What follows belongs to an exercise in optimizing a design on an open flow for small area, a short achievable clock period and few clock cycles; a production flow would make more cautious choices.
The RTL was checked by simulation tests, not by an equivalence proof against the original design.
Power and IR drop assume default switching activity.

Design jenkins_lookup3_mixer, start of the top module:
module jenkins_lookup3_mixer (
    input  wire        clk,
    input  wire        rst,         
    input  wire        cmd_valid,
    output wire        cmd_ready,
    input  wire [35:0] cmd_data,
    output wire        rsp_valid,
    input  wire        rsp_ready,
    output wire [35:0] rsp_data,
    output wire        done
);
Settings: LEC_CHECK=0, CAP_MARGIN=20, CORE_MARGIN=2, CORE_UTILIZATION=45, PLACE_DENSITY=0.5, SETUP_SLACK_MARGIN=3.5, SLEW_MARGIN=20, TNS_END_PERCENT=0; clock period 6.0 ns.
run.sh (not shown) runs the stock make flow with config.mk's settings and CLKGATE_MAP_FILE= SYNTH_SCRIPT=/design/flow/synth_recipe.tcl, a recipe that flattens the netlist after the stock synthesis.
The starting point went through all stages and came out clean.
Testbench counts at the start, summed over its fixed seeds: cycles 6,729.
Then changed:
Settings changed: CORE_UTILIZATION 45 to 40, PLACE_DENSITY 0.5 to 0.45, TNS_END_PERCENT 0 to 5.
Routed wire length goes up by 7.6%.
Via count goes down by 1.8%.
Clock-buffer cell count goes up by 3.
Setup slack is better by 0.044 ns.
Power goes up by 0.58%.
Core utilization goes down by 6.9 points.
Worst hold slack is better by 0.0036 ns.
Then changed:
Settings changed: PLACE_DENSITY 0.45 to default, SETUP_SLACK_MARGIN 3.5 to 3.0, TNS_END_PERCENT 5 to default.
First-iteration DRC count went up by 30%.
Global-route usage went down by 1.7 points.
Final cell count went up by 3.2%.
Non-clock buffer count went up by 75.
Then changed:
Settings changed: PLACE_DENSITY from default to 0.45, SETUP_SLACK_MARGIN 3.0 to 3.2, TNS_END_PERCENT from default to 0.
Outcome: The changed run passed the timing, DRC and antenna checks. Worst setup slack improved by 0.045 ns. Wire length goes up by a few percent. Clock skew hardly moves. Total power shrinks by a few percent. Cell area falls by a few percent. Critical path depth fell by 3. Synthesized cell count stays the same. Global-route usage increases by 1.6 points. Flip-flop and latch count is unchanged. Die area stays the same. First-iteration DRC count shrinks by about a fifth.
Then changed:
Settings changed: CTS_BUF_LIST from default to sky130_fd_sc_hd__clkbuf_4 sky130_fd_sc_hd__clkbuf_8, SETUP_SLACK_MARGIN 3.2 to 3.0, TNS_END_PERCENT 0 to default.
The changed run ran to the end with no violations.
Routed wire length goes up by 5.0%.
Cell count increases by 5.3%.
Core utilization rose by 4.1 points.
Register-to-register slack hardly moves.
Flip-flop and latch count does not change.

* * *

Starting RTL as in the previous note.
==> flow/config.mk <==
export PLATFORM = sky130hd
export DESIGN_NAME = jenkins_lookup3_mixer
export DESIGN_NICKNAME = jenkins_lookup3_mixer
export VERILOG_FILES = /design/flow/design.v
export SDC_FILE = /design/flow/constraint.sdc
export NUM_CORES = 4
export LEC_CHECK = 0
export CAP_MARGIN = 20
export CORE_MARGIN = 2
export CORE_UTILIZATION = 40
export CTS_BUF_LIST = sky130_fd_sc_hd__clkbuf_4 sky130_fd_sc_hd__clkbuf_8
export PLACE_DENSITY = 0.45
export SETUP_SLACK_MARGIN = 3.5
export SLEW_MARGIN = 20
export TNS_END_PERCENT = 0
==> flow/constraint.sdc <==
create_clock -name core_clock -period 6.0 [get_ports {clk}]
set_input_delay 1.2000 -clock core_clock [delete_from_list [all_inputs] [get_ports {clk}]]
set_output_delay 1.2000 -clock core_clock [all_outputs]
set_load 0.01 [all_outputs]
The first run produced a clean layout.
Testbench counts at the start, summed over its fixed seeds: cycles 6,729.
Then changed:
CTS_BUF_LIST = not set   (was sky130_fd_sc_hd__clkbuf_4 sky130_fd_sc_hd__clkbuf_8)
SETUP_SLACK_MARGIN = 3.0   (was 3.5)
TNS_END_PERCENT = not set   (was 0)
- fmax increases slightly
- synthesized area stays the same
- first-iteration DRC count rises by a few percent
- total power rises by a little under a tenth
- count of clock-buffer cells in the layout falls by 21
- sequential share of layout area decreases by 1.8 points
- via count rose by a few percent
- core utilization goes up by 3.9 points
- setup slack improved by 0.033 ns
Then changed:
CORE_UTILIZATION = 50   (was 40)
PLACE_DENSITY = 0.55   (was 0.45)
SETUP_SLACK_MARGIN = 3.5   (was 3.0)
TNS_END_PERCENT = 0   (was not set)
After rerunning:
- The changed run went through all stages and came out clean
- routed wire length came out lower by a little under a tenth
- clock power came out lower by roughly a tenth
- utilization came out higher by 9.3 points
- non-clock buffer count came out lower by 65

afterwards: timing with drivers on the ports:
The flow's constraints put no driver on any port. The routed layouts listed below were extracted and timed again, unchanged, in two steps.
Step 1: set_driving_cell puts a clkbuf_16 on clk and a buf_2 on each other input, an assumption about the parent block.
Step 2, shift: input delay + t, output delay - t, t = (earliest + latest rising clock arrival at the registers) / 2. This alone moves slack from input paths to output paths.
Slacks: ideal / step 1 / step 2; pairs: ideal / step 1.
run | t (ns) | slack for setup (ns) | hold slack, ns | worst setup path after step 2 | latest minus earliest clock arrival (ns)
the first run of note 1 | 0.603 | 2.530 / 2.530 / 2.083 | 0.441 / 0.441 / 0.441 | input to register | 0.026 / 0.027
the second run of note 1 | 0.601 | 2.575 / 2.575 / 2.081 | 0.444 / 0.444 / 0.444 | input to register | 0.019 / 0.019
the third run of note 1 | 0.594 | 2.582 / 2.582 / 2.312 | 0.453 / 0.453 / 0.453 | input to register | 0.021 / 0.020
the fourth run of note 1 | 0.613 | 2.627 / 2.627 / 2.068 | 0.451 / 0.451 / 0.451 | input to register | 0.017 / 0.016
the fifth run of note 1 | 0.645 | 2.633 / 2.633 / 2.286 | 0.452 / 0.452 / 0.452 | input to register | 0.032 / 0.032
the first run of note 2 | 0.655 | 2.559 / 2.559 / 1.999 | 0.453 / 0.453 / 0.453 | input to register | 0.034 / 0.034
the second run of note 2 | 0.622 | 2.593 / 2.593 / 2.312 | 0.451 / 0.451 / 0.451 | input to register | 0.038 / 0.038
the third run of note 2 | 0.579 | 2.628 / 2.628 / 2.185 | 0.449 / 0.449 / 0.449 | input to register | 0.022 / 0.021
After both steps setup and hold are still met in every run listed. The setup slack of the first run of note 2, which loses most, moves by 0.000 ns with the drivers and by -0.560 ns with both steps.
